Background: an optimization exercise with open tools, aiming at a short achievable clock period. Do not read the settings as production practice. The RTL was checked by simulation tests, not by an equivalence proof against the original design. The clock port is modelled as an ideal driver, which makes a skipped or thinned clock tree look cheaper than it is; a real chip needs a root buffer or a tree.

==> job 9745 <==
// mapic_acq
module mapic_acq (
    input  wire        clk,
    input  wire        rst,
    input  wire        us_tick,
    input  wire        cin_valid,
    input  wire [7:0]  cin_data,
    input  wire        cin_last,
    output wire        cin_ready,
    output wire        cout_valid,
    output wire [7:0]  cout_data,
    output wire        cout_last,
    input  wire        cout_ready,
    output wire        sout_valid,
    output wire [7:0]  sout_data,
    output wire        sout_last,
    input  wire [11:0] adc_data,
    input  wire        trig_in,
    input  wire        rate_in,
    output wire        bus_req,
    output wire [1:0]  bus_op,
    output wire [6:0]  bus_addr,
    output wire [7:0]  bus_wdata,
    input  wire        bus_ack,
    input  wire        bus_present,
    input  wire [7:0]  bus_rdata,
    output wire        pol_out,
    output wire        tp_out,
    output wire        clr_out,
    output wire        idle,
    output wire [2:0]  fault_code,
    output wire [7:0]  bus_err_cnt
);
clock: 18.0 ns
lec_check: 0
cap_margin: 20
core_margin: 2
core_utilization: 40
slew_margin: 20
synth_hierarchical: 1
synth_minimum_keep_size: 0
standard.sh (not shown) runs the stock make flow with config.mk's settings and CLKGATE_MAP_FILE= SYNTH_SCRIPT=/design/flow/synth_recipe.tcl, a recipe that flattens the netlist after the stock synthesis.
==> flow/flow/run.sh <==
#!/bin/bash
set -euo pipefail
W=$(pwd)
R=$W/orfs/results/sky130hd/mapic_acq/base
export SETUP_SLACK_MARGIN=$(cat "$W/flow/margin")
export PRE_REPAIR_TIMING_POST_PLACE_TCL=$W/flow/post_place.tcl
export MYCTS_LEAVES=64
export MYCTS_ROOTS=4
export MYCTS_LEAFBUF=sky130_fd_sc_hd__clkbuf_16
export MYCTS_ROOTBUF=sky130_fd_sc_hd__clkbuf_16
bash "$W/standard.sh" synth > "$W/flow_synth.log" 2>&1
bash "$W/standard.sh" place > "$W/flow_place.log" 2>&1
bash "$W/standard.sh" run RUN_SCRIPT="$W/flow/mycts.tcl" RUN_LOG_NAME_STEM=4_1_mycts > "$W/flow_cts.log" 2>&1
test -s "$R/4_1_cts.odb" && test -s "$R/4_cts.sdc"
cp "$R/4_1_cts.odb" "$R/4_cts.odb"
touch "$R/4_cts.sdc"
bash "$W/standard.sh" > "$W/flow_finish.log" 2>&1
Other scripts of this flow, unchanged in this note and not shown: flow/flow/margin, flow/flow/mycts.tcl, flow/flow/post_place.tcl
==> job 203 (differences from job 9745) <==
--- a/flow/design.v
+++ b/flow/design.v
@@ -88,10 +88,19 @@
     reg  [1:0]  rmod;              
     reg         r_inc;             
     reg  [11:0] win_cnt;
     reg         r_armed, r_insvc, r_pend, rate_q;
     reg  [1:0]  clr_cnt;
+    reg         s_idle_b, s_send_b, tx_free, r_insvc_b;
+    reg  [6:0]  baddr_b;
+    reg  [7:0]  buserr_b;
+    wire        s_idle_i  = !s_idle_b;
+    wire        s_send_i  = !s_send_b;
+    wire        tx_busy_i = !tx_free;
+    wire        r_insvc_i = !r_insvc_b;
+    wire [6:0]  baddr_i   = ~baddr_b;
+    wire [7:0]  buserr_i  = ~buserr_b;
     wire [3:0]  e_rx_len_now;
     wire [7:0]  e_wr;
     wire e_idle0, e_dx_idle, e_dx_str, e_dx_burst, e_bus3, e_settle_go, e_rxpay0,
          e_drain0, e_drain_stay, e_rdg0, e_scan0, e_scan_last, e_scan_more, e_write0,
          e_txw0, e_send_end, e_str_single, e_str_pair, e_fill_due, e_fill_wait,
@@ -136,27 +145,30 @@
     wire        e_win_go;
     wire [1:0]  e_clr_dec;
     wire        e_clr1;
     wire [31:0] e_rval_n;
     wire [1:0]  e_rmod_n;
+    wire        e_rdy_i, e_cd_sel, e_klast_cur;
+    wire [7:0]  e_cd_v0, e_cd_v1;
+    wire [1:0]  e_tx_kind_n;
     mapic_acq_early u_early (
-        .s_idle(s_idle), .s_decode(s_decode), .s_rxpay(s_rxpay), .s_paydone(s_paydone),
+        .s_idle(s_idle_i), .s_decode(s_decode), .s_rxpay(s_rxpay), .s_paydone(s_paydone),
         .s_drain(s_drain), .s_rdg(s_rdg), .s_rdt(s_rdt), .s_scan(s_scan), .s_write(s_write),
         .s_settle(s_settle), .s_txwait(s_txwait), .s_next(s_next), .s_fill(s_fill),
-        .s_send(s_send), .s_burst(s_burst), .s_burstq(s_burstq), .s_rate(s_rate),
+        .s_send(s_send_i), .s_burst(s_burst), .s_burstq(s_burstq), .s_rate(s_rate),
         .s_rend(s_rend), .s_halt(s_halt),
-        .rdy(rdy), .ad_str(ad_str), .ad_burst(ad_burst), .pop(pop), .fault(fault),
-        .buserr(buserr), .rx_cnt(rx_cnt), .rx_len(rx_len), .rx_buf(rx_buf),
+        .ad_str(ad_str), .ad_burst(ad_burst), .pop(pop), .fault(fault),
+        .buserr(buserr_i), .rx_cnt(rx_cnt), .rx_len(rx_len), .rx_buf(rx_buf),
         .drain_mid(drain_mid), .pol(pol), .tpen(tpen), .label(label), .resp(resp),
-        .tx_kind(tx_kind), .tx_k(tx_k), .tx_busy(tx_busy), .baddr(baddr), .bwdata(bwdata),
+        .tx_kind(tx_kind), .tx_k(tx_k), .tx_busy(tx_busy_i), .baddr(baddr_i), .bwdata(bwdata),
         .scan_r0(scan_r0), .scan_found(scan_found), .settle_cnt(settle_cnt),
         .tsec(tsec), .tusec(tusec), .srem(srem), .sfirst(sfirst), .sh(sh),
         .fill_m2(fill_m2), .due_cnt(due_cnt), .sidx(sidx), .btarget(btarget),
         .pcount(pcount), .reached(reached), .t_armed(t_armed), .t_insvc(t_insvc),
         .t_pend(t_pend), .trig_q(trig_q), .t_cnt(t_cnt), .sb0(sb0), .sb1(sb1),
         .sb2(sb2), .sb3(sb3), .dq(dq), .bb(bb), .rval(rval), .rmod(rmod),
-        .r_inc(r_inc), .win_cnt(win_cnt), .r_armed(r_armed), .r_insvc(r_insvc),
+        .r_inc(r_inc), .win_cnt(win_cnt), .r_armed(r_armed), .r_insvc(r_insvc_i),
         .r_pend(r_pend), .rate_q(rate_q), .clr_cnt(clr_cnt),
         .e_rx_len_now(e_rx_len_now), .e_wr(e_wr),
         .e_idle0(e_idle0), .e_dx_idle(e_dx_idle), .e_dx_str(e_dx_str),
         .e_dx_burst(e_dx_burst), .e_bus3(e_bus3), .e_settle_go(e_settle_go),
         .e_settle_wait(e_settle_wait),
@@ -187,23 +199,25 @@
         .e_defer_go(e_defer_go), .e_bb_n(e_bb_n), .e_tx_defer(e_tx_defer),
         .e_pcount_n(e_pcount_n), .e_reached_n(e_reached_n), .e_bt_zero(e_bt_zero),
         .e_tcnt3(e_tcnt3), .e_tcnt_inc(e_tcnt_inc),
         .e_sb1_en(e_sb1_en), .e_sb2_en(e_sb2_en), .e_sb3_en(e_sb3_en),
         .e_win_dec(e_win_dec), .e_win_go(e_win_go), .e_clr_dec(e_clr_dec),
-        .e_clr1(e_clr1), .e_rval_n(e_rval_n), .e_rmod_n(e_rmod_n)
+        .e_clr1(e_clr1), .e_rval_n(e_rval_n), .e_rmod_n(e_rmod_n),
+        .e_rdy_i(e_rdy_i), .e_cd_sel(e_cd_sel), .e_klast_cur(e_klast_cur),
+        .e_cd_v0(e_cd_v0), .e_cd_v1(e_cd_v1), .e_tx_kind_n(e_tx_kind_n)
     );
     wire vl       = cin_valid && cin_last;
     wire t_entry  = (trig_in && e_ta_nq) || e_ta_p;
     wire t_ovf    = (trig_in && e_ta_nqf) || e_ta_pf;
     wire r_entry  = (rate_in && e_ra_nq) || e_ra_p;
     wire ack_ok   = bus_ack && bus_present;
     wire ack_miss = bus_ack && !bus_present;
     wire rdt_ok   = s_rdt && ack_ok;
     wire scan_end = e_scan_last && bus_ack;
-    wire n_idle    = e_idle0 || (s_idle && !vl) || (e_dx_idle && !cin_valid)
+    wire n_idle    = e_idle0 || (s_idle_i && !vl) || (e_dx_idle && !cin_valid)
                    || (e_bus3 && ack_miss) || (e_settle_go && us_tick);
-    wire n_decode  = s_idle && vl;
+    wire n_decode  = s_idle_i && vl;
     wire n_rxpay   = e_rxpay0 || (s_rxpay && !vl);
     wire n_paydone = s_rxpay && vl;
     wire n_drain   = e_drain0 || e_drain_stay || (s_drain && cin_valid);
     wire n_rdg     = e_rdg0 || (s_rdg && !bus_ack);
     wire n_rdt     = (s_rdg && ack_ok) || (s_rdt && !bus_ack);
@@ -219,11 +233,17 @@
     wire n_burstq  = (e_burst_exit_r && !t_entry) || e_burstq_stay;
     wire n_rate    = e_rate0 || e_rate_stay || (e_rate_z && r_entry);
     wire n_rend    = e_rate_z && !r_entry;
     wire n_halt    = e_halt0 || t_ovf;
     wire tx_start  = e_start_early || rdt_ok || scan_end;
-    wire tx_adv    = tx_busy && cout_ready;
+    wire tx_busy_n = t_ovf ? 1'b0 : tx_start ? 1'b1 :
+                     (tx_busy_i && cout_ready && e_klast_cur) ? 1'b0 : tx_busy_i;
+    wire [6:0] baddr_n = e_bus_ld ? e_baddr_ld :
+                         (s_rdg && ack_ok) ? THR_ADDR :
+                         (e_scan_more && bus_ack) ? e_baddr_dec : baddr_i;
+    wire [7:0] buserr_n = (e_bus3 && ack_miss) ? e_buserr_inc : buserr_i;
+    wire r_insvc_n = r_entry ? 1'b1 : (r_insvc_i && us_tick && e_clr1) ? 1'b0 : r_insvc_i;
     wire [7:0] scan_b0 = (bus_present && e_sf0) ? e_baddr8 : scan_r0;
     wire [7:0] scan_b1 = (bus_present && e_sf1) ? e_baddr8 : scan_r1;
     wire [31:0] tsec_next  = e_str_first ? 32'd0 : (us_tick ? e_tsec_inc  : tsec);
     wire [19:0] tusec_next = e_str_first ? 20'd0 : (us_tick ? e_tusec_inc : tusec);
     wire dx_burst = e_dx_burst && !cin_valid;
@@ -291,30 +311,38 @@
             r_armed     <= 1'b0;
             r_insvc     <= 1'b0;
             r_pend      <= 1'b0;
             rate_q      <= 1'b0;
             clr_cnt     <= 2'd0;
+            s_idle_b    <= 1'b0;
+            s_send_b    <= 1'b1;
+            tx_free     <= 1'b1;
+            r_insvc_b   <= 1'b1;
+            baddr_b     <= 7'h7F;
+            buserr_b    <= 8'hFF;
         end else begin
             s_idle <= n_idle; s_decode <= n_decode; s_rxpay <= n_rxpay; s_paydone <= n_paydone;
             s_drain <= n_drain; s_rdg <= n_rdg; s_rdt <= n_rdt; s_scan <= n_scan;
             s_write <= n_write; s_settle <= n_settle; s_txwait <= n_txwait; s_next <= n_next;
             s_fill <= n_fill; s_send <= n_send; s_burst <= n_burst; s_burstq <= n_burstq;
             s_rate <= n_rate; s_rend <= n_rend; s_halt <= n_halt;
             rdy <= n_idle || n_rxpay || n_drain;
+            s_idle_b <= !n_idle;
+            s_send_b <= !n_send;
             trig_q <= trig_in;
             rate_q <= rate_in;
             if (e_wr[0]) rx_buf[ 7: 0] <= cin_data;
             if (e_wr[1]) rx_buf[15: 8] <= cin_data;
             if (e_wr[2]) rx_buf[23:16] <= cin_data;
             if (e_wr[3]) rx_buf[31:24] <= cin_data;
             if (e_wr[4]) rx_buf[39:32] <= cin_data;
             if (e_wr[5]) rx_buf[47:40] <= cin_data;
             if (e_wr[6]) rx_buf[55:48] <= cin_data;
             if (e_wr[7]) rx_buf[63:56] <= cin_data;
-            if (rdy && cin_valid)
+            if (e_rdy_i && cin_valid)
                 rx_cnt <= cin_last ? 4'd0 : e_rx_len_now;
-            if (rdy && vl)
+            if (e_rdy_i && vl)
                 rx_len <= e_rx_len_now;
             if (s_drain && cin_valid)
                 drain_mid <= !cin_last;
             else if (e_dmid_clr)
                 drain_mid <= 1'b0;
@@ -325,79 +353,62 @@
             label    <= e_label_n;
             btarget  <= e_btarget_n;
             bwdata   <= e_bwdata_n;
             ad_str   <= e_ad_str_n;
             ad_burst <= e_ad_burst_n;
-            if (e_bus_ld) begin
-                bop   <= e_bop_ld;
-                baddr <= e_baddr_ld;
-            end else if (s_rdg && ack_ok) begin
-                bop   <= BUS_READ;
-                baddr <= THR_ADDR;
-            end else if (e_scan_more && bus_ack) begin
-                baddr <= e_baddr_dec;
-            end
+            if (e_bus_ld)
+                bop <= e_bop_ld;
+            else if (s_rdg && ack_ok)
+                bop <= BUS_READ;
+            baddr   <= baddr_n;
+            baddr_b <= ~baddr_n;
             if (t_ovf)
                 breq <= 1'b0;
             else if (e_bus_ld || (s_rdg && ack_ok) || (e_scan_more && bus_ack))
                 breq <= 1'b1;
             else if (bus_ack)
                 breq <= 1'b0;
-            if (e_bus3 && ack_miss)
-                buserr <= e_buserr_inc;
+            buserr   <= buserr_n;
+            buserr_b <= ~buserr_n;
             if (e_scan0) begin
                 scan_found <= 2'd0;
                 scan_r0    <= 8'd0;
                 scan_r1    <= 8'd0;
             end else if (s_scan && ack_ok) begin
                 if (e_sf0) scan_r0 <= e_baddr8;
                 if (e_sf1) scan_r1 <= e_baddr8;
                 scan_found <= e_sf_inc;
             end
-            if (s_rdg && ack_ok)
+            if (s_rdg)
                 resp[7:0] <= bus_rdata;
-            else if (scan_end)
+            else if (s_scan)
                 resp[7:0] <= scan_b0;
             else
                 resp[7:0] <= e_resp_n[7:0];
-            if (rdt_ok)
+            if (s_rdt)
                 resp[15:8] <= bus_rdata;
-            else if (scan_end)
+            else if (s_scan)
                 resp[15:8] <= scan_b1;
             else
                 resp[15:8] <= e_resp_n[15:8];
             resp[31:16] <= e_resp_n[31:16];
-            if (s_write && ack_ok)
+            if (s_write)
                 settle_cnt <= SETTLE_US;
             else if (s_settle && us_tick)
                 settle_cnt <= e_settle_dec;
-            if (t_ovf)
-                tx_busy <= 1'b0;
-            else if (tx_start)
-                tx_busy <= 1'b1;
-            else if (tx_adv && cl)
-                tx_busy <= 1'b0;
-            if (e_start_early) begin
-                tx_k    <= 6'd1;
-                cd      <= e_fbyte_early;
-                tx_kind <= e_kind_early;
-            end else if (rdt_ok) begin
-                tx_k    <= 6'd1;
-                cd      <= resp[7:0];
-                tx_kind <= TX_P2;
-            end else if (scan_end) begin
-                tx_k    <= 6'd1;
-                cd      <= scan_b0;
-                tx_kind <= TX_P2;
-            end else if (tx_adv) begin
-                tx_k    <= e_k_inc;
-                cd      <= e_nbyte;
+            tx_busy <= tx_busy_n;
+            tx_free <= !tx_busy_n;
+            tx_kind <= e_tx_kind_n;
+            if (e_cd_sel) begin
+                tx_k <= 6'd1;
+                cd   <= bus_present ? e_cd_v1 : e_cd_v0;
+                cl   <= 1'b0;
+            end else if (cout_ready) begin
+                tx_k <= e_k_inc;
+                cd   <= e_nbyte;
+                cl   <= e_klast;
             end
-            if (!tx_busy)
-                cl <= 1'b0;
-            else if (cout_ready)
-                cl <= e_klast;
             tsec  <= tsec_next;
             tusec <= tusec_next;
             if (e_str_go)
                 sh[63:0] <= {tusec_next, adc_data, tsec_next};
             else
@@ -451,25 +462,24 @@
             if (t_entry && !e_defer_go)
                 dq <= dq + 2'd1;
             else if (!t_entry && e_defer_go)
                 dq <= dq - 2'd1;
             r_inc <= r_entry;
+            r_insvc   <= r_insvc_n;
+            r_insvc_b <= !r_insvc_n;
             if (r_entry) begin
                 r_armed <= 1'b0;
-                r_insvc <= 1'b1;
                 r_pend  <= 1'b0;
                 clr_cnt <= CLR_PULSE_US;
             end else begin
-                if (r_insvc) begin
+                if (r_insvc_i) begin
                     if (rate_in && !rate_q)
                         r_pend <= 1'b1;
                     if (us_tick) begin
                         clr_cnt <= e_clr_dec;
-                        if (e_clr1) begin
-                            r_insvc <= 1'b0;
+                        if (e_clr1)
                             r_armed <= 1'b1;
-                        end
                     end
                 end
                 if (e_rate0)
                     r_armed <= 1'b1;
                 if (e_rate_z)
@@ -503,11 +513,11 @@
 endmodule
 module mapic_acq_early (
     input  wire s_idle, s_decode, s_rxpay, s_paydone, s_drain, s_rdg, s_rdt, s_scan,
                 s_write, s_settle, s_txwait, s_next, s_fill, s_send, s_burst, s_burstq,
                 s_rate, s_rend, s_halt,
-    input  wire         rdy, ad_str, ad_burst,
+    input  wire         ad_str, ad_burst,
     input  wire [2:0]   pop, fault,
     input  wire [7:0]   buserr,
     input  wire [3:0]   rx_cnt, rx_len,
     input  wire [63:0]  rx_buf,
     input  wire         drain_mid, pol, tpen,
@@ -587,19 +597,24 @@
     output wire [11:0]  e_win_dec,
     output wire         e_win_go,
     output wire [1:0]   e_clr_dec,
     output wire         e_clr1,
     output wire [31:0]  e_rval_n,
-    output wire [1:0]   e_rmod_n
+    output wire [1:0]   e_rmod_n,
+    output wire         e_rdy_i, e_cd_sel, e_klast_cur,
+    output wire [7:0]   e_cd_v0, e_cd_v1,
+    output wire [1:0]   e_tx_kind_n
 );
     localparam [6:0] GAIN_ADDR = 7'h2D;
     localparam [6:0] THR_ADDR  = 7'h2C;
     localparam [1:0] BUS_PROBE = 2'd0, BUS_READ = 2'd1, BUS_WRITE = 2'd2;
     localparam [2:0] F_UNKNOWN = 3'd1, F_SHORT = 3'd5;
     localparam [2:0] PO_WRG = 3'd0, PO_WRT = 3'd1, PO_STRM = 3'd2, PO_BURST = 3'd3, PO_LSET = 3'd4;
     localparam [1:0] TX_P2 = 2'd0, TX_P4 = 2'd1, TX_PL = 2'd2, TX_PB = 2'd3;
     assign e_rx_len_now = (rx_cnt == 4'd15) ? 4'd15 : rx_cnt + 4'd1;
+    wire rdy = s_idle || s_rxpay || s_drain;
+    assign e_rdy_i = rdy;
     genvar gi;
     generate
         for (gi = 0; gi < 8; gi = gi + 1) begin : g_wr
             assign e_wr[gi] = rdy && (rx_cnt == gi);
         end
@@ -731,10 +746,15 @@
             default: tx_len = 6'd32;
         endcase
     end
     wire klast_cur = (tx_k == tx_len);
     assign e_klast = (tx_k == tx_len - 6'd1);
+    assign e_klast_cur = klast_cur;
+    assign e_cd_sel = e_start_early || s_rdt || s_scan;
+    assign e_cd_v0  = e_start_early ? e_fbyte_early : s_rdt ? resp[7:0] : scan_r0;
+    assign e_cd_v1  = (s_scan && e_sf0) ? e_baddr8 : e_cd_v0;
+    assign e_tx_kind_n = (s_rdt || s_scan) ? TX_P2 : e_start_early ? e_kind_early : tx_kind;
     assign e_k_inc = klast_cur ? 6'd1 : tx_k + 6'd1;
     wire [11:0] bbw [0:15];
     generate
         for (gi = 0; gi < 16; gi = gi + 1) begin : g_bbw
             assign bbw[gi] = bb[gi*12 +: 12];
==> comparison <==
In maximum frequency, job 9745 and job 203 hardly differ.
Of job 203 and job 9745, job 203 has the higher first-iteration DRC count (gap 0.44%, measured against job 9745).
Worst setup slack: job 9745 is lower than job 203 (0.0090 ns).
Between job 9745 and job 203, the lower via count is in job 9745 (gap 1.1%, measured against job 203).
Between job 9745 and job 203, the lower area after synthesis is in job 9745 (gap about 3.7%, measured against job 203).
In job 9745 the worst hold slack is worse than in job 203, by 0.0023 ns.
Job 203 finished clean. Job 9745 ran to the end with no violations.
No run of this note takes its clock network from TritonCTS; it comes from the design's own scripts or RTL.

## port drivers added, routing unchanged
How much do the figures lean on ideal ports? The routed layouts below were timed once more, with nothing changed but the port constraints.
Step 1, drivers: a clkbuf_16 drives clk and a buf_2 each remaining input, both assumed.
Step 2 times the ports against the registers' clock, not the clock port: input delays grow and output delays shrink by t, the midpoint of the rising clock arrivals with the driver on.
Slacks: ideal / step 1 / step 2; pairs: ideal / step 1.
run	shift t [ns]	slack for setup (ns)	worst setup path after step 2	latest minus earliest clock arrival (ns)	cell pins on the clock port's net
job 9745	0.639	13.349 / 13.186 / 13.089	input to register	0.081 / 0.081	4
job 203	0.636	13.358 / 13.206 / 13.018	input to register	0.092 / 0.092	4
After both steps setup and hold are still met in every run listed. For job 203, which loses most, drivers alone change the setup slack by -0.152 ns; drivers and shift together by -0.340 ns.
